This is an optimization exercise on Yosys and OpenROAD, whose aim is small area, a short achievable clock period and few clock cycles, not a production implementation.
Only simulation tests tie the RTL to the original design; equivalence was not proved.
Power and IR drop assume default switching activity.

## flow/design.v

```verilog
module ant_codec (
    input  wire       clk,
    input  wire       rst,
    input  wire       cmd_valid,
    output wire       cmd_ready,
    input  wire [1:0] cmd_op,
    input  wire [7:0] cmd_byte,
    input  wire [8:0] cmd_len,
    output reg        rsp_valid,
    output reg  [3:0] rsp_code,
    output reg  [7:0] rsp_id,
    output reg  [7:0] rsp_plen,
    output reg  [8:0] rsp_count,
    output reg        pl_valid,
    output reg  [7:0] pl_byte,
    output reg        tx_valid,
    output reg  [7:0] tx_byte,
    output wire [8:0] rx_level
);
    localparam [7:0] SYNC  = 8'hA4;
    localparam integer DEPTH = 320;
    localparam [1:0] OP_PUSH = 2'd0, OP_DECODE = 2'd1, OP_DROP = 2'd2, OP_ENCODE = 2'd3;
    localparam [3:0] R_CHKERR  = 4'd4,
                     R_VALID   = 4'd5,
                     R_DROPPED = 4'd6,
                     R_ENC_OK  = 4'd7;
    localparam [2:0] Q_ACC = 3'd0, Q_OVR = 3'd1, Q_NOF = 3'd2, Q_INC = 3'd3,
                     Q_LONG = 3'd4, Q_ENC = 3'd6, Q_DATA = 3'd7;
    localparam integer QF = 8;           
    localparam [1:0] SC_SEARCH = 2'd0, SC_LEN = 2'd1, SC_SUM = 2'd2, SC_DONE = 2'd3;
    function [8:0] inc_wrap;
        input [8:0] a;
        begin
            inc_wrap = (a == DEPTH - 1) ? 9'd0 : a + 9'd1;
        end
    endfunction
    function [8:0] wrap_add;
        input [8:0] a;
        input [8:0] b;
        reg   [9:0] s;
        begin
            s = {1'b0, a} + {1'b0, b};
            if (s >= DEPTH)
                wrap_add = s - DEPTH;
            else
                wrap_add = s[8:0];
        end
    endfunction
    localparam integer RL = 8;           
    localparam integer NR = DEPTH / RL;  
    reg [7:0] ring [0:DEPTH-1];          
    reg [2:0] ph;
    reg [8:0] rd_ptr, wr_ptr, count;
    reg [7:0] stg [0:RL-1];
    reg [2:0] stg_rp, stg_wp;
    reg [3:0] stg_cnt;
    reg [8:0] rw;                        
    assign rx_level = count;
    reg       c_v;
    reg [1:0] c_op;
    reg [7:0] c_byte;
    reg [8:0] c_len;
    reg       s_v;
    reg [1:0] s_op;
    reg [7:0] s_byte;
    reg [8:0] s_len;
    reg [8:0] drop_n;      
    reg       drop_ok;
    assign cmd_ready = !s_v;
    reg [1:0] sc_state;
    reg [8:0] sc_idx;      
    reg [8:0] sc_ptr;      
    reg       sc_caught;   
    reg [7:0] sc_len;
    reg [8:0] sc_rem;      
    reg       sc_need_id;
    reg [7:0] sc_id;
    reg [7:0] sc_xor;
    reg [8:0] sc_pay;      
    reg [8:0] f_idx;       
    reg [8:0] f_ptr;       
    reg [5:0]  rsel;       
    reg        rd_stream;  
    reg        rd_scan1;   
    reg        rd_scan;    
    reg       st_busy;
    reg       st_run;      
    reg [8:0] st_ptr;
    reg [7:0] st_left;
    reg       st2_v;
    reg [8:0] st2_ptr;
    reg [7:0] st2_len;
    reg       push_safe;
    reg       enc_pay;     
    reg       enc_chk;     
    reg [7:0] enc_left, enc_sum;
    reg       p1v, p1c, p2v, p2c;   
    reg [7:0] p1, p2;
    reg [1:0] e_out;       
    reg [1:0] e_done;      
    reg       a_v, a_rdy, b_v, b_rdy;
    reg [3:0] a_code, b_code;
    reg [7:0] b_id, b_plen;
    reg [8:0] b_count;
    reg       hd_v;
    reg [2:0] hd_code;
    reg [8:0] hd_n;
    reg       tl_v;
    reg [2:0] tl_code;
    reg [8:0] tl_n;
    reg [2:0] qm_code [0:QF-1];
    reg [8:0] qm_n    [0:QF-1];
    reg [3:0] qm_cnt;
    reg       q_room;
    wire is_pay   = enc_pay;
    wire c_push   = !is_pay && c_op == OP_PUSH;
    wire c_dec    = !is_pay && c_op == OP_DECODE;
    wire c_drop   = !is_pay && c_op == OP_DROP;
    wire c_enc    = !is_pay && c_op == OP_ENCODE;
    wire d_room   = !(a_v && b_v) && !st2_v;
    reg exec_ok;
    always @(*) begin
        if (is_pay)
            exec_ok = 1'b1;
        else case (c_op)
            OP_PUSH:   exec_ok = q_room && (!(st_busy || st2_v) || push_safe) &&
                                 stg_cnt != RL;
            OP_DECODE: exec_ok = q_room && ((sc_state == SC_DONE) ? d_room : sc_caught);
            OP_DROP:   exec_ok = q_room && d_room && drop_ok;
            default:   exec_ok = q_room && (c_len[8] ||
                                     (e_out != 2'd2 && !p1v && !p2v && !enc_chk));
        endcase
    end
    wire exec   = c_v && exec_ok;
    wire c_free = !c_v || exec_ok;
    wire full      = (count == DEPTH);
    wire do_push   = exec && c_push && !full;
    wire dec_data  = sc_state == SC_DONE;
    wire dec_ok    = sc_xor == 8'd0;
    wire do_remove = exec && c_dec && dec_data;
    wire do_valid  = do_remove && dec_ok;
    wire do_drop   = exec && c_drop;
    wire do_data   = do_remove || do_drop;
    wire do_enc    = exec && c_enc && !c_len[8];
    wire do_pay    = exec && is_pay;
    reg       q_add;
    reg [2:0] q_add_code;
    always @(*) begin
        q_add = 1'b0;
        q_add_code = Q_ACC;
        if (exec && !is_pay) begin
            q_add = 1'b1;
            case (c_op)
            OP_PUSH:   q_add_code = full ? Q_OVR : Q_ACC;
            OP_DECODE: q_add_code = dec_data ? Q_DATA :
                                    (sc_state == SC_SEARCH) ? Q_NOF : Q_INC;
            OP_DROP:   q_add_code = Q_DATA;
            default:   q_add_code = c_len[8] ? Q_LONG : Q_ENC;
            endcase
        end
    end
    reg [3:0] n_code;
    reg       n_rdy;
    always @(*) begin
        if (c_drop) begin
            n_code = R_DROPPED;
            n_rdy  = 1'b1;
        end else begin
            n_code = dec_ok ? R_VALID : R_CHKERR;
            n_rdy  = !dec_ok || sc_len == 8'd0;
        end
    end
    wire [8:0] n_count = c_drop ? drop_n : sc_idx;
    wire       scan_reset = do_data;
    wire       sc_inline  = do_push && sc_caught && sc_state != SC_DONE;
    wire       sc_in_v    = !scan_reset && sc_state != SC_DONE && (rd_scan || sc_inline);
    wire [7:0] sc_in      = rd_scan ? pl_byte : c_byte;
    function aligned;
        input [8:0] x;
        begin
            aligned = x[2:0] == ph + 3'd1;
        end
    endfunction
    wire stg_wr = stg_cnt != 4'd0 && aligned(rw);
    wire [9:0] st_d   = (st_ptr >= rw) ? {1'b0, st_ptr} - {1'b0, rw}
                                       : {1'b0, st_ptr} + 10'd320 - {1'b0, rw};
    wire st_ready = st_d == 10'd0 || st_d >= {6'd0, stg_cnt};
    wire st_rd    = st_busy && aligned(st_ptr) && (st_run || st_ready);
    wire st_new   = do_valid && sc_len != 8'd0;
    wire st_last  = st_rd && st_left == 8'd1;
    wire fetch    = !scan_reset && !st_busy && !st2_v && !st_new &&
                    sc_state != SC_DONE && f_idx < count && aligned(f_ptr) &&
                    ({1'b0, f_idx} + {6'd0, stg_cnt} <= {1'b0, count});
    wire       emit    = hd_v && (hd_code == Q_DATA ? (a_v && a_rdy) :
                                  hd_code == Q_ENC  ? e_done != 2'd0 : 1'b1);
    wire       emit_a  = emit && hd_code == Q_DATA;
    wire       emit_e  = emit && hd_code == Q_ENC;
    wire       hd_free = !hd_v || (emit && hd_n == 9'd1);
    wire       qm_pop  = hd_free && qm_cnt != 4'd0;
    wire       tl_take = hd_free && qm_cnt == 4'd0 && tl_v;
    wire       direct  = hd_free && qm_cnt == 4'd0 && !tl_v && q_add;
    wire       q_mark  = q_add_code[2:1] == 2'b11;
    wire       tl_merge = q_add && !tl_take && tl_v && !q_mark &&
                          tl_code == q_add_code && tl_n != 9'd511;
    wire       qm_push = q_add && !tl_take && tl_v && !tl_merge;
    wire [3:0] qm_cnt_n = qm_cnt + {3'd0, qm_push} - {3'd0, qm_pop};
    integer r, q;
    always @(posedge clk) begin
        for (r = 0; r < NR; r = r + 1) begin
            for (q = 1; q < RL; q = q + 1)
                ring[r*RL + q] <= ring[r*RL + q - 1];
            if (stg_wr && rw[8:3] == r)
                ring[r*RL] <= stg[stg_rp];
            else
                ring[r*RL] <= ring[r*RL + RL - 1];
        end
    end
    always @(posedge clk) begin
        if (do_push)
            stg[stg_wp] <= c_byte;
    end
    integer g;
    reg [7:0] rd_or;
    always @(*) begin
        rd_or = 8'd0;
        for (g = 0; g < NR; g = g + 1)
            rd_or = rd_or | (ring[g*RL] & {8{rsel == g}});
    end
    always @(posedge clk)
        pl_byte <= rd_or;
    integer m;
    always @(posedge clk) begin
        for (m = 0; m < QF; m = m + 1) begin
            if (qm_pop) begin
                if (m < QF - 1) begin
                    if (qm_push && m == qm_cnt - 1) begin
                        qm_code[m] <= tl_code;
                        qm_n[m]    <= tl_n;
                    end else begin
                        qm_code[m] <= qm_code[(m + 1) % QF];
                        qm_n[m]    <= qm_n[(m + 1) % QF];
                    end
                end
            end else if (qm_push && m == qm_cnt) begin
                qm_code[m] <= tl_code;
                qm_n[m]    <= tl_n;
            end
        end
    end
    reg [8:0] count_n;
    always @(*) begin
        count_n = count;
        if (do_push)        count_n = count + 9'd1;
        else if (do_remove) count_n = count - sc_idx;
        else if (do_drop)   count_n = count - drop_n;
    end
    wire [8:0] st_old  = st_busy ? st_ptr : st2_ptr;
    wire [9:0] prot    = (rd_ptr >= st_old) ? {1'b0, rd_ptr} - {1'b0, st_old}
                                            : {1'b0, rd_ptr} + 10'd320 - {1'b0, st_old};
    reg [1:0] sc_state_n;
    reg       a_v_n, b_v_n, a_rdy_n, b_rdy_n;
    always @(posedge clk) begin
        if (rst) begin
            c_v       <= 1'b0;
            s_v       <= 1'b0;
            drop_ok   <= 1'b0;
            rd_ptr    <= 9'd0;
            wr_ptr    <= 9'd0;
            count     <= 9'd0;
            ph        <= 3'd0;
            stg_rp    <= 3'd0;
            stg_wp    <= 3'd0;
            stg_cnt   <= 4'd0;
            rw        <= 9'd0;
            st_run    <= 1'b0;
            sc_state  <= SC_SEARCH;
            sc_idx    <= 9'd0;
            sc_ptr    <= 9'd0;
            sc_caught <= 1'b1;
            sc_need_id <= 1'b0;
            f_idx     <= 9'd0;
            f_ptr     <= 9'd0;
            rd_stream <= 1'b0;
            rd_scan1  <= 1'b0;
            rd_scan   <= 1'b0;
            st_busy   <= 1'b0;
            st_left   <= 8'd0;
            st2_v     <= 1'b0;
            push_safe <= 1'b1;
            enc_pay   <= 1'b0;
            enc_chk   <= 1'b0;
            p1v       <= 1'b0;
            p2v       <= 1'b0;
            e_out     <= 2'd0;
            e_done    <= 2'd0;
            a_v       <= 1'b0;
            a_rdy     <= 1'b0;
            b_v       <= 1'b0;
            b_rdy     <= 1'b0;
            hd_v      <= 1'b0;
            tl_v      <= 1'b0;
            qm_cnt    <= 4'd0;
            q_room    <= 1'b1;
            rsp_valid <= 1'b0;
            pl_valid  <= 1'b0;
            tx_valid  <= 1'b0;
        end else begin
            if (c_free) begin
                if (s_v) begin
                    c_v    <= 1'b1;
                    c_op   <= s_op;
                    c_byte <= s_byte;
                    c_len  <= s_len;
                    s_v    <= 1'b0;
                end else begin
                    c_v    <= cmd_valid;
                    c_op   <= cmd_op;
                    c_byte <= cmd_byte;
                    c_len  <= cmd_len;
                end
            end else if (!s_v) begin
                s_v    <= cmd_valid;
                s_op   <= cmd_op;
                s_byte <= cmd_byte;
                s_len  <= cmd_len;
            end
            drop_n  <= (c_len > count) ? count : c_len;
            drop_ok <= c_v && c_drop && !exec;
            count <= count_n;
            ph    <= ph + 3'd1;
            if (do_push) begin
                wr_ptr <= inc_wrap(wr_ptr);
                stg_wp <= stg_wp + 3'd1;
            end
            if (stg_wr) begin
                rw     <= inc_wrap(rw);
                stg_rp <= stg_rp + 3'd1;
            end
            stg_cnt <= stg_cnt + {3'd0, do_push} - {3'd0, stg_wr};
            if (do_remove)
                rd_ptr <= sc_ptr;
            else if (do_drop)
                rd_ptr <= wrap_add(rd_ptr, drop_n);
            sc_state_n = sc_state;
            if (scan_reset) begin
                sc_state_n = SC_SEARCH;
                sc_idx     <= 9'd0;
                sc_need_id <= 1'b0;
                f_idx      <= 9'd0;
                if (do_drop) begin
                    sc_ptr <= wrap_add(rd_ptr, drop_n);
                    f_ptr  <= wrap_add(rd_ptr, drop_n);
                    sc_caught <= drop_n == count;
                end else begin
                    f_ptr  <= sc_ptr;
                    sc_caught <= sc_idx == count;
                end
            end else begin
                if (sc_in_v) begin
                    sc_idx <= sc_idx + 9'd1;
                    sc_ptr <= inc_wrap(sc_ptr);
                    case (sc_state)
                    SC_SEARCH: begin
                        if (sc_in == SYNC) begin
                            sc_state_n = SC_LEN;
                            sc_xor     <= SYNC;
                        end
                    end
                    SC_LEN: begin
                        sc_len     <= sc_in;
                        sc_rem     <= {1'b0, sc_in} + 9'd2;
                        sc_xor     <= sc_xor ^ sc_in;
                        sc_need_id <= 1'b1;
                        sc_pay     <= wrap_add(sc_ptr, 9'd2);
                        sc_state_n = SC_SUM;
                    end
                    default: begin
                        sc_xor     <= sc_xor ^ sc_in;
                        sc_need_id <= 1'b0;
                        if (sc_need_id)
                            sc_id <= sc_in;
                        sc_rem <= sc_rem - 9'd1;
                        if (sc_rem == 9'd1)
                            sc_state_n = SC_DONE;
                    end
                    endcase
                end
                if (sc_inline) begin
                    f_idx <= f_idx + 9'd1;
                    f_ptr <= inc_wrap(f_ptr);
                end else if (fetch) begin
                    f_idx <= f_idx + 9'd1;
                    f_ptr <= inc_wrap(f_ptr);
                end
                if (do_push)
                    sc_caught <= sc_inline;
                else if (sc_in_v)
                    sc_caught <= sc_idx + 9'd1 == count;
            end
            sc_state <= sc_state_n;
            rd_stream <= st_rd;
            rd_scan1  <= fetch;
            rd_scan   <= rd_scan1 && !scan_reset;
            if (st_rd)
                rsel <= st_ptr[8:3];
            else if (fetch)
                rsel <= f_ptr[8:3];
            if (st_busy) begin
                if (st_rd) begin
                    st_run  <= st_left != 8'd1;
                    st_ptr  <= inc_wrap(st_ptr);
                    st_left <= st_left - 8'd1;
                    st_busy <= st_left != 8'd1;
                end
            end else if (st2_v) begin
                st_busy <= 1'b1;
                st_run  <= 1'b0;
                st_ptr  <= st2_ptr;
                st_left <= st2_len;
                st2_v   <= 1'b0;
            end else if (st_new) begin
                st_busy <= 1'b1;
                st_run  <= 1'b0;
                st_ptr  <= sc_pay;
                st_left <= sc_len;
            end
            if (st_new && (st_busy || st2_v)) begin
                st2_v   <= 1'b1;
                st2_ptr <= sc_pay;
                st2_len <= sc_len;
            end
            push_safe <= ({1'b0, count} + prot) < 10'd306;
            pl_valid  <= rd_stream;
            a_v_n   = a_v;
            b_v_n   = b_v;
            a_rdy_n = a_rdy || (st_last && a_v && !a_rdy);
            b_rdy_n = b_rdy || (st_last && !(a_v && !a_rdy));
            if (emit_a) begin
                a_v_n   = 1'b0;
                a_rdy_n = 1'b0;
            end else if (!a_v && b_v) begin
                a_v_n   = 1'b1;
                a_rdy_n = b_rdy_n;
                b_v_n   = 1'b0;
                b_rdy_n = 1'b0;
                a_code    <= b_code;
                rsp_id    <= b_id;
                rsp_plen  <= b_plen;
                rsp_count <= b_count;
            end
            if (do_data) begin
                if (!a_v && !b_v) begin
                    a_v_n   = 1'b1;
                    a_rdy_n = n_rdy;
                    a_code    <= n_code;
                    rsp_id    <= sc_id;
                    rsp_plen  <= sc_len;
                    rsp_count <= n_count;
                end else begin
                    b_v_n   = 1'b1;
                    b_rdy_n = n_rdy;
                    b_code  <= n_code;
                    b_id    <= sc_id;
                    b_plen  <= sc_len;
                    b_count <= n_count;
                end
            end
            a_v   <= a_v_n;
            b_v   <= b_v_n;
            a_rdy <= a_rdy_n;
            b_rdy <= b_rdy_n;
            rsp_valid <= emit;
            if (emit)
                rsp_code <= emit_a ? a_code :
                            emit_e ? R_ENC_OK : {hd_code[2], 1'b0, hd_code[1:0]};
            if (qm_pop) begin
                hd_v    <= 1'b1;
                hd_code <= qm_code[0];
                hd_n    <= qm_n[0];
            end else if (tl_take) begin
                hd_v    <= 1'b1;
                hd_code <= tl_code;
                hd_n    <= tl_n;
            end else if (direct) begin
                hd_v    <= 1'b1;
                hd_code <= q_add_code;
                hd_n    <= 9'd1;
            end else if (hd_free) begin
                hd_v    <= 1'b0;
            end else if (emit) begin
                hd_n    <= hd_n - 9'd1;
            end
            if (tl_merge) begin
                tl_n <= tl_n + 9'd1;
            end else if (q_add && !direct) begin
                tl_v    <= 1'b1;
                tl_code <= q_add_code;
                tl_n    <= 9'd1;
            end else if (tl_take) begin
                tl_v    <= 1'b0;
            end
            qm_cnt <= qm_cnt_n;
            q_room <= qm_cnt_n < QF;
            e_out  <= e_out + {1'b0, do_enc} - {1'b0, emit_e};
            e_done <= e_done + {1'b0, p1v && p1c} - {1'b0, emit_e};
            if (do_enc) begin
                tx_valid <= 1'b1;
                tx_byte  <= SYNC;
                p1v      <= 1'b1;
                p1c      <= 1'b0;
                p1       <= c_len[7:0];
                p2v      <= 1'b1;
                p2c      <= 1'b0;
                p2       <= c_byte;
                enc_sum  <= SYNC ^ c_len[7:0] ^ c_byte;
                enc_left <= c_len[7:0];
                enc_pay  <= c_len[7:0] != 8'd0;
                enc_chk  <= c_len[7:0] == 8'd0;
            end else begin
                tx_valid <= p1v;
                tx_byte  <= p1;
                p1v      <= p2v;
                p1c      <= p2c;
                p1       <= p2;
                p2v      <= do_pay || enc_chk;
                p2c      <= !do_pay;
                p2       <= do_pay ? c_byte : enc_sum;
                if (do_pay) begin
                    enc_sum  <= enc_sum ^ c_byte;
                    enc_left <= enc_left - 8'd1;
                    if (enc_left == 8'd1) begin
                        enc_pay <= 1'b0;
                        enc_chk <= 1'b1;
                    end
                end else begin
                    enc_chk <= 1'b0;
                end
            end
        end
    end
endmodule
```

## flow/run.sh

```bash
#!/bin/bash
# synth_recipe.tcl (not shown) runs the flow's synth.tcl, then flattens the netlist and writes it again
# the make line also repeats each setting of config.mk as NAME=value (left out here)
make -C /OpenROAD-flow-scripts/flow DESIGN_CONFIG=/design/flow/config.mk WORK_HOME=/design/flow/orfs CLKGATE_MAP_FILE= SYNTH_SCRIPT=/design/flow/synth_recipe.tcl finish
```

## flow/config.mk

```make
export PLATFORM = sky130hd
export DESIGN_NAME = ant_codec
export DESIGN_NICKNAME = ant_codec
export VERILOG_FILES = /design/flow/design.v
export SDC_FILE = /design/flow/constraint.sdc
export NUM_CORES = 4
export LEC_CHECK = 0
export CAP_MARGIN = 20
export CORE_MARGIN = 2
export CORE_UTILIZATION = 60
export PLACE_DENSITY = 0.72
export SETUP_SLACK_MARGIN = 5
export SLEW_MARGIN = 20
```

## flow/constraint.sdc

```tcl
create_clock -name core_clock -period 10.0 [get_ports {clk}]
set_input_delay 2.0000 -clock core_clock [delete_from_list [all_inputs] [get_ports {clk}]]
set_output_delay 2.0000 -clock core_clock [all_outputs]
set_load 0.01 [all_outputs]
```

==> results.yml, run 1 <==
placement:
  gp_congestion: 0.922
  numPortBuffers: 79
  hpwl_mm: 129
  dpl_cell_area_um2: 89000
sta:
  setup_tns_ps: 0
  finalMaxSlewViolations: 0
  tightest_slew_ps: 1340
  fmax_ghz: 0.213
  setup_viol: 0
  finalCritPeriodShare_pct: 46.9
  finClkSkew_ps: 90.6
  rsz0062_at_grt: "yes"
  hold_violations: 0
  min_period_ps: 4690
  slew_headroom_pct: 10.4
yosys:
  synthMuxAreaShare_pct: 3.08
  ys.flop_type: "dfxtp_1"
  yosysWarnings: 4
  synth_fa_ha_area_share_pct: 2.83
  netlist_area_um2: 85600
  synth_top_family_by_area: "compound AO/OA/AOI/OAI gates"
  synth_xor_area_share_pct: 1.56
  ys_top_cells_by_area: "dfxtp_1, edfxtp_1, ha_1"
  ys_ff_latch: 3098
  synth_edf_count: 407
  synthesis.nets: 6389
  synth_compound_area_share_pct: 7.37
  yosysSeqAreaShare_pct: 77.2
  avgSynthCellArea_um2: 13.8
  yosysTopAreaCellShare_pct: 62.9
  synth.distinct_cells: 102
  async_flop_share_pct: 0
  synth_simple_gate_area_share_pct: 6.36
  yosysTopAreaCell: "dfxtp_1"
  syn-instance-count: 6187
critical_path:
  critPathMaxFanout: 43
  cp.required_ps: 10680
  setup.worst_path.class: "reg2reg"
  path_delay_family: "compound AO/OA/AOI/OAI gates"
  cpMostUsedCell: "o21ai_0"
  critPathMaxStageDelay_ps: 450
  crit_arrival_ps: 5370
  end_kind: "register"
  start_kind: "register"
  crit_buf_inv: 2
  cpMaxStageDelayCell: "or3b_2"
  path_cells: "buf_6 -> mux2_2 -> ha_1 -> inv_1 -> fa_1 -> nand3_1 -> nand2_1 -> a221oi_1 -> o21ai_0 -> o21ai_0 -> ha_1 -> o21ai_0 -> a21boi_0 -> o21a_1 -> o21ai_0 -> or3b_2 -> a31oi_1 -> o21ai_0"
clock_network:
  cts_buffer_depth: 4
  clk_pin_slew_worst_paths_ps: 60
  clk_latency_ps: 920
  numCtsBuffers: 296
  cts.htree.levels: 5
  root_buffer: "clkbuf_16"
  tritoncts: "yes"
  clock-sinks: 3098
global_route:
  grt_util_all_layers_pct: 27.6
  met1_usage_pct: 37.6
  grt_pass1_wl_mm: 301
  grtUsageMet2_pct: 43.2
  grt_overflow: 0
  antenna_found_initial: 10
  first_global_vias: 47324
  grt.met3_usage_pct: 4.79
  globalRoute.busiestLayer: "met2"
  grt_start_max_net_pins: 69
drt:
  route.detailed.wl_per_inst_um: 23.7
  ant_nets: 0
  drc: 0
  drtPass1Iterations: 9
  viasPerCell: 5.51
  vias: 47155
  drtIter0Drc: 4343
  wl_mm: 203
layout:
  layout_commonest_cell: "dfxtp_1"
  layout-drive-gt1-share_pct: 11.4
  most-common-layout-cells: "dfxtp_1, nand2_1, edfxtp_1, o21ai_0, nor2_1"
  areaGrowthSynthToFinish_pct: 15.1
  fillers: 9335
  stdcell_area_um2: 98600
  fin_util_pct: 69.6
  nets: 6665
die:
  ios: 80
  core.rowCount: 138
  initial_utilization_pct: 60.5
  die_x_um: 382
  fp.dieH_um: 382
  dieArea_um2: 146000
  core_area_um2: 142000
job:
  cap_violations: 0
run_status:
  status: "no timing/DRC/antenna violations"
worst_hold_path:
  holdCritPathClass: "reg2reg"
pwr:
  irDropWorstVdd_mv: 0.248
  p_leak_nw: 37.9
  power_density_nw_per_um2: 264
## area by class of cell
cell class	instances	area [um^2]	area share, %
clock inverters	101	1170	1.19
inverters	158	594	0.603
well taps	1890	2360	2.40
multi-input cells	2735	18500	18.7
diodes	1	2.50	0.00254
flip-flops and latches	3098	66100	67.0
repair buffers	174	1510	1.53
clock buffers	403	8390	8.51
## layer usage
metal  vias up  wire length, um  part of all wire (%)
li1      21810                -                     -
met1     23157            88100                    43
met2      1692            92200                    45
met3       492            12700                   6.2
met4         4             9990                   4.9
met5         -               30                 0.015
## Yosys cell counts, types with 38 or more instances
library cell and count:
nand3_1 63, o21ai_0 346, clkbuf_1 161, nand2_1 468
edfxtp_1 407, nor2_1 319, a21oi_1 194, and3_1 38
ha_1 157, nor3_1 85, xnor2_1 104, nand4_1 52
dfxtp_1 2691, a22oi_1 131, inv_1 156, mux2_2 96
mux2i_1 72, xor2_1 49
## state kept, by name (all words and copies together), names as in the netlist, 9 cells and up, named ones only
| register | cells |
|---|---|
| s_len | 9 |
| qm_code | 24 |
| hd_n | 9 |
| drop_n | 9 |
| tl_n | 9 |
| b_count | 9 |
| st2_ptr | 9 |
| sc_rem | 9 |
| f_ptr | 9 |
| ring | 2560 |
| rd_ptr | 9 |
| rw | 9 |
| sc_pay | 9 |
| st_ptr | 9 |
| stg | 64 |
| sc_idx | 9 |
| c_len | 9 |
| f_idx | 9 |
| count | 9 |
| sc_ptr | 9 |
| qm_n | 72 |
| rsp_count | 9 |
## per-stage QoR
stage               hold WS (ps)  power, mW  cells  setup slack [ps]
floorplan                    310       14.7   6187              5080
global placement             310       15.2   8051              5190
detailed placement           312       15.2   8052              5030
CTS                          258       26.1   8556              5160
global route                 247       26.8   8560              4840
finish                       257       26.0   8560              5310
## final timing paths
path / start / slack, ps / endpoint / cells after the start
worst max-delay path: st_busy$_SDFF_PP0_ / 5310 / push_safe$_SDFF_PP1_ / 18
worst min-delay path: ring[253][6]$_DFF_P_ / 260 / ring[254][6]$_DFF_P_ / 0
worst max register to register: st_busy$_SDFF_PP0_ / 5310 / push_safe$_SDFF_PP1_ / 18
worst min register to register: ring[253][6]$_DFF_P_ / 260 / ring[254][6]$_DFF_P_ / 0
## power breakdown
group          leakage [nW]  total, mW  switching, mW  internal [mW]
clock network          4.69       11.0           4.56           6.45
logic                  7.73       1.62          0.960          0.657
registers              25.5       13.4          0.254           13.1
## what timing repair did
item                       CTS  global route
hold buffers                 0             0
resized for setup            2             1
setup endpoints to repair    1            18
pin swaps                    0             1
buffers inserted             0             3
## kinds of logic after synthesis
logic type / after synthesis
AOI/OAI and AO/OA: 984
xor gates and xnor gates: 153
adders and majority gates: 180
buffers and inverters: 354
DFF: 3098
muxes: 220
and+or+nand+nor: 1198
Testbench counts, summed over its fixed seeds: cycles 62,361.
==> run 2, diff against run 1 <==
--- a/flow/design.v
+++ b/flow/design.v
@@ -85,6 +85,7 @@
     reg        rd_scan;    
     reg       st_busy;
     reg       st_run;      
+    reg       st_ok;       
     reg [8:0] st_ptr;
     reg [7:0] st_left;
     reg       st2_v;
@@ -104,12 +105,13 @@
     reg [8:0] b_count;
     reg       hd_v;
     reg [2:0] hd_code;
-    reg [8:0] hd_n;
+    reg [4:0] hd_n;
     reg       tl_v;
     reg [2:0] tl_code;
-    reg [8:0] tl_n;
+    reg [4:0] tl_n;
     reg [2:0] qm_code [0:QF-1];
-    reg [8:0] qm_n    [0:QF-1];
+    reg [4:0] qm_n    [0:QF-1];
+    reg [2:0] qm_rp, qm_wp;
     reg [3:0] qm_cnt;
     reg       q_room;
     wire is_pay   = enc_pay;
@@ -184,8 +186,7 @@
     wire stg_wr = stg_cnt != 4'd0 && aligned(rw);
     wire [9:0] st_d   = (st_ptr >= rw) ? {1'b0, st_ptr} - {1'b0, rw}
                                        : {1'b0, st_ptr} + 10'd320 - {1'b0, rw};
-    wire st_ready = st_d == 10'd0 || st_d >= {6'd0, stg_cnt};
-    wire st_rd    = st_busy && aligned(st_ptr) && (st_run || st_ready);
+    wire st_rd    = st_busy && aligned(st_ptr) && (st_run || st_ok);
     wire st_new   = do_valid && sc_len != 8'd0;
     wire st_last  = st_rd && st_left == 8'd1;
     wire fetch    = !scan_reset && !st_busy && !st2_v && !st_new &&
@@ -195,13 +196,13 @@
                                   hd_code == Q_ENC  ? e_done != 2'd0 : 1'b1);
     wire       emit_a  = emit && hd_code == Q_DATA;
     wire       emit_e  = emit && hd_code == Q_ENC;
-    wire       hd_free = !hd_v || (emit && hd_n == 9'd1);
+    wire       hd_free = !hd_v || (emit && hd_n == 5'd1);
     wire       qm_pop  = hd_free && qm_cnt != 4'd0;
     wire       tl_take = hd_free && qm_cnt == 4'd0 && tl_v;
     wire       direct  = hd_free && qm_cnt == 4'd0 && !tl_v && q_add;
     wire       q_mark  = q_add_code[2:1] == 2'b11;
     wire       tl_merge = q_add && !tl_take && tl_v && !q_mark &&
-                          tl_code == q_add_code && tl_n != 9'd511;
+                          tl_code == q_add_code && tl_n != 5'd31;
     wire       qm_push = q_add && !tl_take && tl_v && !tl_merge;
     wire [3:0] qm_cnt_n = qm_cnt + {3'd0, qm_push} - {3'd0, qm_pop};
     integer r, q;
@@ -228,23 +229,10 @@
     end
     always @(posedge clk)
         pl_byte <= rd_or;
-    integer m;
     always @(posedge clk) begin
-        for (m = 0; m < QF; m = m + 1) begin
-            if (qm_pop) begin
-                if (m < QF - 1) begin
-                    if (qm_push && m == qm_cnt - 1) begin
-                        qm_code[m] <= tl_code;
-                        qm_n[m]    <= tl_n;
-                    end else begin
-                        qm_code[m] <= qm_code[(m + 1) % QF];
-                        qm_n[m]    <= qm_n[(m + 1) % QF];
-                    end
-                end
-            end else if (qm_push && m == qm_cnt) begin
-                qm_code[m] <= tl_code;
-                qm_n[m]    <= tl_n;
-            end
+        if (qm_push) begin
+            qm_code[qm_wp] <= tl_code;
+            qm_n[qm_wp]    <= tl_n;
         end
     end
     reg [8:0] count_n;
@@ -255,8 +243,7 @@
         else if (do_drop)   count_n = count - drop_n;
     end
     wire [8:0] st_old  = st_busy ? st_ptr : st2_ptr;
-    wire [9:0] prot    = (rd_ptr >= st_old) ? {1'b0, rd_ptr} - {1'b0, st_old}
-                                            : {1'b0, rd_ptr} + 10'd320 - {1'b0, st_old};
+    wire [9:0] t_dist  = {1'b0, wr_ptr} - {1'b0, st_old};
     reg [1:0] sc_state_n;
     reg       a_v_n, b_v_n, a_rdy_n, b_rdy_n;
     always @(posedge clk) begin
@@ -300,6 +287,8 @@
             hd_v      <= 1'b0;
             tl_v      <= 1'b0;
             qm_cnt    <= 4'd0;
+            qm_rp     <= 3'd0;
+            qm_wp     <= 3'd0;
             q_room    <= 1'b1;
             rsp_valid <= 1'b0;
             pl_valid  <= 1'b0;
@@ -429,7 +418,8 @@
                 st2_ptr <= sc_pay;
                 st2_len <= sc_len;
             end
-            push_safe <= ({1'b0, count} + prot) < 10'd306;
+            st_ok     <= st_busy && st_d >= {6'd0, stg_cnt};
+            push_safe <= t_dist[9] ? (t_dist < 10'd1010) : (t_dist < 10'd306);
             pl_valid  <= rd_stream;
             a_v_n   = a_v;
             b_v_n   = b_v;
@@ -475,8 +465,8 @@
                             emit_e ? R_ENC_OK : {hd_code[2], 1'b0, hd_code[1:0]};
             if (qm_pop) begin
                 hd_v    <= 1'b1;
-                hd_code <= qm_code[0];
-                hd_n    <= qm_n[0];
+                hd_code <= qm_code[qm_rp];
+                hd_n    <= qm_n[qm_rp];
             end else if (tl_take) begin
                 hd_v    <= 1'b1;
                 hd_code <= tl_code;
@@ -484,22 +474,26 @@
             end else if (direct) begin
                 hd_v    <= 1'b1;
                 hd_code <= q_add_code;
-                hd_n    <= 9'd1;
+                hd_n    <= 5'd1;
             end else if (hd_free) begin
                 hd_v    <= 1'b0;
             end else if (emit) begin
-                hd_n    <= hd_n - 9'd1;
+                hd_n    <= hd_n - 5'd1;
             end
             if (tl_merge) begin
-                tl_n <= tl_n + 9'd1;
+                tl_n <= tl_n + 5'd1;
             end else if (q_add && !direct) begin
                 tl_v    <= 1'b1;
                 tl_code <= q_add_code;
-                tl_n    <= 9'd1;
+                tl_n    <= 5'd1;
             end else if (tl_take) begin
                 tl_v    <= 1'b0;
             end
             qm_cnt <= qm_cnt_n;
+            if (qm_push)
+                qm_wp <= qm_wp + 3'd1;
+            if (qm_pop)
+                qm_rp <= qm_rp + 3'd1;
             q_room <= qm_cnt_n < QF;
             e_out  <= e_out + {1'b0, do_enc} - {1'b0, emit_e};
             e_done <= e_done + {1'b0, p1v && p1c} - {1'b0, emit_e};
==> results.yml, run 2 <==
clock_network:
  numCtsBuffers: 291
  clk_latency_ps: 910
  tritoncts: "yes"
  cts.htree.levels: 5
  clock-sinks: 3077
  cts_repair_resize_count: 0
  cts_buffer_depth: 4
  root_buffer: "clkbuf_16"
  cts_hold_buf: 0
  cts_setup_buffers: 0
  clk_pin_slew_worst_paths_ps: 70
layout:
  layout-drive-gt1-share_pct: 10.8
  layout_commonest_cell: "dfxtp_1"
  areaGrowthSynthToFinish_pct: 15.1
  largest_register_ffs: 2560
  most-common-layout-cells: "dfxtp_1, nand2_1, edfxtp_1, o21ai_0, nor2_1"
  reg.largest.list: "ring x2560, stg x64, qm_n x40"
  largest_register: "ring"
  nets: 6399
sta:
  setup_viol: 0
  hold_violations: 0
  fmax_ghz: 0.232
  finalCritPeriodShare_pct: 43.1
  slew_headroom_pct: 23.0
  finalMaxSlewViolations: 0
  setup_tns_ps: 0
  finClkSkew_ps: 74.1
  rsz0062_at_grt: "no"
  tightest_slew_ps: 1140
  min_period_ps: 4310
  hold_ws_ps: 267
yosys:
  yosysTopAreaCellShare_pct: 65.4
  ys_ff_latch: 3077
  synth_xor_area_share_pct: 1.64
  ys.flop_type: "dfxtp_1"
  synth_edf_count: 368
  avgSynthCellArea_um2: 14.0
  synth.most_common_cell: "dfxtp_1"
  synthMuxAreaShare_pct: 2.49
  yosysTopAreaCell: "dfxtp_1"
  synth.distinct_cells: 91
  synth_top_family_by_area: "compound AO/OA/AOI/OAI gates"
  synthesis.nets: 6112
  async_flop_share_pct: 0
  synth_fa_ha_area_share_pct: 2.43
  yosysSeqAreaShare_pct: 78.7
  ys_top_cells_by_area: "dfxtp_1, edfxtp_1, ha_1"
  synth_simple_gate_area_share_pct: 6.65
  synth_compound_area_share_pct: 6.72
  yosys-top-cells-count: "dfxtp_1, nand2_1, edfxtp_1"
  syn-instance-count: 5938
  yosysWarnings: 2
  netlist_area_um2: 82900
die:
  die_x_um: 376
  ios: 80
  initial_utilization_pct: 60.4
  core_area_um2: 137000
  fp.dieH_um: 376
  core.rowCount: 136
  dieArea_um2: 141000
critical_path:
  end_kind: "output port"
  start_kind: "register"
  critPathMaxStageDelay_ps: 730
  critPathMaxFanout: 11
  worstReg2RegEnd: "f_ptr[7]$_SDFFE_PP0P_"
  crit_arrival_ps: 2310
  r2r_cells: 15
  path_cells: "clkdlybuf4s50_1"
  cp.required_ps: 8000
  path_delay_family: "buffers and inverters"
  critical_path_depth: 1
  rrSetupSlack_ps: 5960
  setup.worst_path.class: "reg2out"
  crit_buf_inv: 1
  cpMaxStageDelayCell: "clkdlybuf4s50_1"
  r2r-start: "f_idx[0]$_SDFFE_PN0P_"
placement:
  gp_congestion: 0.965
  hpwl_mm: 120
  numPortBuffers: 79
drt:
  viasPerCell: 5.44
  route.detailed.wl_per_inst_um: 23.3
  drc: 0
  ant_nets: 0
  drtPass1Iterations: 5
  wl_mm: 192
  vias: 44729
  drtIter0Drc: 3677
global_route:
  grt_pass1_wl_mm: 285
  first_global_vias: 45250
  grt_overflow: 0
  antenna_found_initial: 5
  grt_start_max_net_pins: 66
  grt_util_all_layers_pct: 27.1
pwr:
  fin_total_pwr_mw: 24.7
  irDropWorstVdd_mv: 0.251
  p_leak_nw: 36.7
  power_density_nw_per_um2: 259
worst_hold_path:
  min_path_cells: 0
  min_from: "ring[225][5]$_DFF_P_"
  hold_path_end: "ring[226][5]$_DFF_P_"
  holdCritPathClass: "reg2reg"
job:
  cap_violations: 0
run_status:
  status: "no timing/DRC/antenna violations"
-- run 2: cell count changes in the layout (fill, tap and decap cells not counted), moves of 20 or more --
cell      change
o21a_1       -22
ha_1         -20
a21oi_1      +22
nand2_1      -21
inv_1        -43
a22oi_1      -28
edfxtp_1     -39
mux2_2       -47
-- run 2: final cells by class --
type                       instances  area (um^2)
tap                             1794         2240
fill                            8859        41900
sequential                      3077        65300
multi-input combinational       2568        16800
clock inverter                    81          742
timing repair buffer             171         1480
clock buffer                     413         8490
antenna                            1         2.50
inverter                         116          437
-- run 2: report_power, final --
| group | switching (mW) | total [mW] | internal, mW | leakage (nW) |
|---|---|---|---|---|
| clock | 4.44 | 10.6 | 6.21 | 4.57 |
| sequential | 0.191 | 12.9 | 12.8 | 25.2 |
| combinational | 0.672 | 1.11 | 0.436 | 6.90 |
| total | 5.30 | 24.7 | 19.4 | 36.7 |
-- run 2: per-layer routing --
metal / track usage, % / vias to the layer above / wire (um)
met5: 0 / - / 16
met4: 13.6 / 2 / 9730
met3: 4.56 / 452 / 9680
met1: 35.2 / 22001 / 82100
met2: 44.3 / 1399 / 90300
li1: - / 20875 / -
-- run 2: worst max-delay path by stage --
stage	startpoint	endpoint
after floorplan	rst	b_code[0]$_DFFE_PP_
after global placement	rst	sc_rem[5]$_DFFE_PP_
after detailed placement	rst	sc_rem[6]$_DFFE_PP_
after CTS	count[6]$_SDFFE_PP0P_	rx_level[6]
after global routing	f_idx[0]$_SDFFE_PN0P_	f_ptr[5]$_SDFFE_PP0P_
final	count[6]$_SDFFE_PP0P_	rx_level[6]
-- run 2: stage by stage --
| step | util [%] | setup WS, ps | instance area [um^2] | cells |
|---|---|---|---|---|
| 2_1_floorplan | - | 5230 | 82900 | 5938 |
| 3_3_place_gp | 62.8 | 5660 | 86200 | 7725 |
| 3_5_place_dp | 62.8 | 5590 | 86200 | 7725 |
| 4_1_cts | 69.5 | 5700 | 95400 | 8219 |
| 5_1_grt | 69.5 | 5610 | 95400 | 8220 |
| 6_report | 69.5 | 5690 | 95400 | 8221 |
-- run 2: cells by family (layout without fill, tap and decap cells) --
family | Yosys count | count (layout)
muxes | 160 | 160
DFF | 3077 | 3077
buffers and inverters | 293 | 781
xor gates and xnor gates | 154 | 154
AOI/OAI and AO/OA | 906 | 906
and+or+nand+nor | 1196 | 1196
other | 0 | 1
adders and majority gates | 152 | 152
Testbench counts of run 2, summed over its fixed seeds: cycles 62,657.
==> run 3, diff against run 2 <==
--- a/flow/design.v
+++ b/flow/design.v
@@ -2,7 +2,7 @@
     input  wire       clk,
     input  wire       rst,
     input  wire       cmd_valid,
-    output wire       cmd_ready,
+    output reg        cmd_ready,
     input  wire [1:0] cmd_op,
     input  wire [7:0] cmd_byte,
     input  wire [8:0] cmd_len,
@@ -15,7 +15,7 @@
     output reg  [7:0] pl_byte,
     output reg        tx_valid,
     output reg  [7:0] tx_byte,
-    output wire [8:0] rx_level
+    output reg  [8:0] rx_level
 );
     localparam [7:0] SYNC  = 8'hA4;
     localparam integer DEPTH = 320;
@@ -55,7 +55,6 @@
     reg [2:0] stg_rp, stg_wp;
     reg [3:0] stg_cnt;
     reg [8:0] rw;                        
-    assign rx_level = count;
     reg       c_v;
     reg [1:0] c_op;
     reg [7:0] c_byte;
@@ -66,7 +65,6 @@
     reg [8:0] s_len;
     reg [8:0] drop_n;      
     reg       drop_ok;
-    assign cmd_ready = !s_v;
     reg [1:0] sc_state;
     reg [8:0] sc_idx;      
     reg [8:0] sc_ptr;      
@@ -83,6 +81,8 @@
     reg        rd_stream;  
     reg        rd_scan1;   
     reg        rd_scan;    
+    reg [7:0]  rdq;        
+    reg        f_ok;       
     reg       st_busy;
     reg       st_run;      
     reg       st_ok;       
@@ -176,7 +176,7 @@
     wire       scan_reset = do_data;
     wire       sc_inline  = do_push && sc_caught && sc_state != SC_DONE;
     wire       sc_in_v    = !scan_reset && sc_state != SC_DONE && (rd_scan || sc_inline);
-    wire [7:0] sc_in      = rd_scan ? pl_byte : c_byte;
+    wire [7:0] sc_in      = rd_scan ? rdq : c_byte;
     function aligned;
         input [8:0] x;
         begin
@@ -189,9 +189,9 @@
     wire st_rd    = st_busy && aligned(st_ptr) && (st_run || st_ok);
     wire st_new   = do_valid && sc_len != 8'd0;
     wire st_last  = st_rd && st_left == 8'd1;
+    wire [9:0] f_avail = {1'b0, count} - {6'd0, stg_cnt} - {1'b0, f_idx};
     wire fetch    = !scan_reset && !st_busy && !st2_v && !st_new &&
-                    sc_state != SC_DONE && f_idx < count && aligned(f_ptr) &&
-                    ({1'b0, f_idx} + {6'd0, stg_cnt} <= {1'b0, count});
+                    sc_state != SC_DONE && f_ok && aligned(f_ptr);
     wire       emit    = hd_v && (hd_code == Q_DATA ? (a_v && a_rdy) :
                                   hd_code == Q_ENC  ? e_done != 2'd0 : 1'b1);
     wire       emit_a  = emit && hd_code == Q_DATA;
@@ -227,8 +227,10 @@
         for (g = 0; g < NR; g = g + 1)
             rd_or = rd_or | (ring[g*RL] & {8{rsel == g}});
     end
-    always @(posedge clk)
+    always @(posedge clk) begin
         pl_byte <= rd_or;
+        rdq     <= rd_or;
+    end
     always @(posedge clk) begin
         if (qm_push) begin
             qm_code[qm_wp] <= tl_code;
@@ -250,6 +252,9 @@
         if (rst) begin
             c_v       <= 1'b0;
             s_v       <= 1'b0;
+            cmd_ready <= 1'b1;
+            rx_level  <= 9'd0;
+            f_ok      <= 1'b0;
             drop_ok   <= 1'b0;
             rd_ptr    <= 9'd0;
             wr_ptr    <= 9'd0;
@@ -313,9 +318,13 @@
                 s_byte <= cmd_byte;
                 s_len  <= cmd_len;
             end
+            cmd_ready <= c_free || (!s_v && !cmd_valid);
             drop_n  <= (c_len > count) ? count : c_len;
             drop_ok <= c_v && c_drop && !exec;
-            count <= count_n;
+            count    <= count_n;
+            rx_level <= count_n;
+            f_ok     <= !scan_reset && !f_avail[9] && f_avail != 10'd0 &&
+                        (f_avail != 10'd1 || !fetch);
             ph    <= ph + 3'd1;
             if (do_push) begin
                 wr_ptr <= inc_wrap(wr_ptr);
==> flow/flow/run.sh (new file) <==
#!/bin/bash
# Layout: the standard ORFS flow (standard.sh, unchanged synthesis and steps), with two
# changes to how the layout is made: the port buffers that buffer_ports inserts are buf_2
# cells, and timing repair aims for a setup slack of 6.3 ns at the design's 10 ns clock.
# The make output goes to standard.log; ORFS keeps each step's log under orfs/logs.
set -euo pipefail
export BUFFER_PORTS_ARGS="-buffer_cell sky130_fd_sc_hd__buf_2"
export SETUP_SLACK_MARGIN=6.3
bash standard.sh > standard.log 2>&1
==> flow/standard.sh (new file) <==
#!/bin/bash
# synth_recipe.tcl (not shown) runs the flow's synth.tcl, then flattens the netlist and writes it again
# the make line also repeats each setting of config.mk as NAME=value (left out here)
make -C /OpenROAD-flow-scripts/flow DESIGN_CONFIG=/design/flow/config.mk WORK_HOME=/design/flow/orfs CLKGATE_MAP_FILE= SYNTH_SCRIPT=/design/flow/synth_recipe.tcl "${@:-finish}"
--- a/flow/config.mk
+++ b/flow/config.mk
@@ -8,6 +8,7 @@
 export CAP_MARGIN = 20
 export CORE_MARGIN = 2
 export CORE_UTILIZATION = 60
+export CTS_CLUSTER_DIAMETER = 150
+export CTS_CLUSTER_SIZE = 24
 export PLACE_DENSITY = 0.72
-export SETUP_SLACK_MARGIN = 5
 export SLEW_MARGIN = 20
removed: flow/run.sh
==> results.yml, run 3 <==
run_status:
  status: "no timing/DRC/antenna violations"
sta:
  finalMaxSlewViolations: 0
  setup_viol: 0
  tightest_slew_ps: 1160
  rsz0062_at_grt: "yes"
  fmax_ghz: 0.256
  setup_tns_ps: 0
  hold_violations: 0
  finClkSkew_ps: 40.0
  min_period_ps: 3910
  finalCritPeriodShare_pct: 39.1
  slew_headroom_pct: 22.3
clock_network:
  clock-sinks: 3079
  clk_latency_ps: 820
  root_buffer: "clkbuf_16"
  cts_hold_buf: 0
  tritoncts: "yes"
  numCtsBuffers: 146
  cts.htree.levels: 4
  cts_buffer_depth: 3
  clk_pin_slew_worst_paths_ps: 100
layout:
  layout-drive-gt1-share_pct: 9.17
  fin_util_pct: 65.7
  regArea_um2: 65400
  layout_commonest_cell: "dfxtp_1"
  stdcell_area_um2: 90400
  post_layout_nonfiller_instances: 7936
  multiInputGateArea_um2: 17000
  largest_register_ffs: 2560
  reg.largest.list: "ring x2560, stg x64, qm_n x40"
  areaGrowthSynthToFinish_pct: 8.80
  fillers: 9823
  most-common-layout-cells: "dfxtp_1, nor2_1, nand2_1, edfxtp_1, o21ai_0"
  largest_register: "ring"
  nets: 6276
drt:
  vias: 43144
  drc: 0
  drtPass1Iterations: 6
  viasPerCell: 5.44
  ant_nets: 0
  wl_mm: 179
  drtIter0Drc: 3664
  route.detailed.wl_per_inst_um: 22.6
critical_path:
  start_kind: "register"
  r2r_cells: 7
  setup.worst_path.class: "reg2reg"
  end_kind: "register"
  crit_arrival_ps: 4590
  critPathMaxFanout: 16
  cp.required_ps: 10680
global_route:
  grt_pass1_wl_mm: 265
  grt.met3_usage_pct: 4.10
  grt_util_all_layers_pct: 25.3
  met1_usage_pct: 34.3
  first_global_vias: 42152
  antenna_found_initial: 5
  grt_start_max_net_pins: 61
  grtUsageMet2_pct: 40.2
  grt_overflow: 0
  globalRoute.busiestLayer: "met2"
pwr:
  p_switching_mw: 4.51
  p_int_mw: 16.0
  p_leak_nw: 34.2
  power_frac_seq_pct: 63.3
  combPwrFrac_pct: 5.5
  power_density_nw_per_um2: 227
  irDropWorstVdd_mv: 0.160
  sw_frac_of_total_pct: 22.0
  p_clk_share_pct: 31.3
yosys:
  synth.distinct_cells: 94
  syn-instance-count: 5952
  yosysSeqAreaShare_pct: 78.7
  synth.most_common_cell: "dfxtp_1"
  avgSynthCellArea_um2: 14.0
  ys.flop_type: "dfxtp_1"
  synthesis.nets: 6122
  yosysTopAreaCell: "dfxtp_1"
  synth_edf_count: 368
  yosys-top-cells-count: "dfxtp_1, nor2_1, nand2_1"
  ys_ff_latch: 3079
  async_flop_share_pct: 0
  netlist_area_um2: 83000
  yosysTopAreaCellShare_pct: 65.4
  yosysWarnings: 2
  ys_top_cells_by_area: "dfxtp_1, edfxtp_1, ha_1"
die:
  core.rowCount: 136
  initial_utilization_pct: 60.4
  dieArea_um2: 141000
  core_area_um2: 137000
  ios: 80
  fp.dieH_um: 376
  die_x_um: 376
job:
  cap_violations: 0
placement:
  dpl_cell_area_um2: 85800
  placed_cells: 7734
  gp_congestion: 0.903
  numPortBuffers: 79
  hpwl_mm: 120
worst_hold_path:
  min_path_cells: 0
  holdCritPathClass: "reg2reg"
==> run 3: changes by cell type after synthesis, sizes merged, moves of 16 or more <==
cell / change
nor2: +92
a21oi: +73
nand2: -71
o21ai: -54
nor3: -19
buf: +16
inv: +16
==> run 3: cell families after synthesis <==
| family | Yosys count | synth area share, % |
|---|---|---|
| muxes | 154 | 2.41 |
| and+or+nand+nor | 1184 | 6.54 |
| adders and majority gates | 148 | 2.39 |
| DFF | 3079 | 78.7 |
| AOI/OAI and AO/OA | 928 | 6.89 |
| xor gates and xnor gates | 147 | 1.58 |
| buffers and inverters | 312 | 1.53 |
==> run 3: layer usage <==
| layer | wire [um] | share of wire, % |
|---|---|---|
| met4 | 8780 | 4.9 |
| met3 | 9610 | 5.4 |
| met1 | 79300 | 44 |
| met2 | 81700 | 46 |
| met5 | 26 | 0.014 |
==> run 3: per-stage QoR <==
stage	worst slack [ps]	total power, mW	hold WS, ps
6_report	6090	20.5	300
5_1_grt	6010	21.1	314
4_1_cts	6250	20.6	289
3_5_place_dp	5420	14.3	312
3_3_place_gp	5490	14.3	309
2_1_floorplan	6330	13.9	310
==> run 3: power by group through the flow <==
stage | sequential (mW) | clock, mW | combinational [mW]
final | 13.0 | 6.40 | 1.12
after global routing | 13.0 | 6.93 | 1.21
after CTS | 13.0 | 6.49 | 1.10
after detailed placement | 13.2 | 0 | 1.09
after global placement | 13.2 | 0 | 1.07
after floorplan | 13.1 | 0 | 0.782
==> run 3: final timing paths <==
check,from,endpoint,slack [ps]
max,ph[0]$_SDFF_PP0_,ring[80][4]$_DFF_P_,6090
min,ring[252][4]$_DFF_P_,ring[253][4]$_DFF_P_,300
max reg2reg,ph[0]$_SDFF_PP0_,ring[80][4]$_DFF_P_,6090
min reg2reg,ring[252][4]$_DFF_P_,ring[253][4]$_DFF_P_,300
==> run 3: cell type report <==
type                            instances  area share (%)
Tap cell                             1794            2.48
Inverter                              133           0.558
Clock inverter                          9           0.169
Multi-Input combinational cell       2561            18.8
Timing Repair Buffer                  185            1.39
Clock buffer                          174            4.28
Antenna cell                            1         0.00277
Sequential cell                      3079            72.3
==> run 3: critical path, cell delays in order, from the launching register on <==
cell	delay, ps
dfxtp_1	460
ha_1	330
xor2_1	180
a311oi_1	390
nand2_1	390
nor3_2	690
nand2_1	830
o21ai_0	480
==> run 3: timing repair <==
action                                  in CTS  in global routing
setup buffers                                9                  9
hold endpoints to repair                     0                  0
cloned                                       0                  0
endpoints found under the setup margin     274                220
pin swaps                                    6                  4
resized for setup                           44                 41
Testbench counts of run 3, summed over its fixed seeds: cycles 62,753.

==> separate check: timing with driven ports <==
The flow's constraints put no driver on any port. The routed layouts listed below were extracted and timed again, unchanged, in two steps.
Step 1, drivers: a clkbuf_16 drives clk and a buf_2 each remaining input, both assumed.
Step 2 times the ports against the registers' clock, not the clock port: input delays grow and output delays shrink by t, the midpoint of the rising clock arrivals with the driver on.
Three values: ideal ports, drivers, drivers and shift; two values: the first two.
run	t (ns)	slack for setup (ns)	hold WS [ns]	worst setup path after step 2
run 1	0.964	5.308 / 5.308 / 5.041	0.257 / 0.257 / 0.257	input to register
run 2	0.959	5.690 / 5.607 / 5.741	0.267 / 0.267 / 0.267	input to register
run 3	0.893	6.089 / 6.089 / 5.642	0.300 / 0.300 / 0.300	input to register
After both steps setup and hold are still met in every run listed. The setup slack of run 3, which loses most, moves by 0.000 ns with the drivers and by -0.447 ns with both steps.
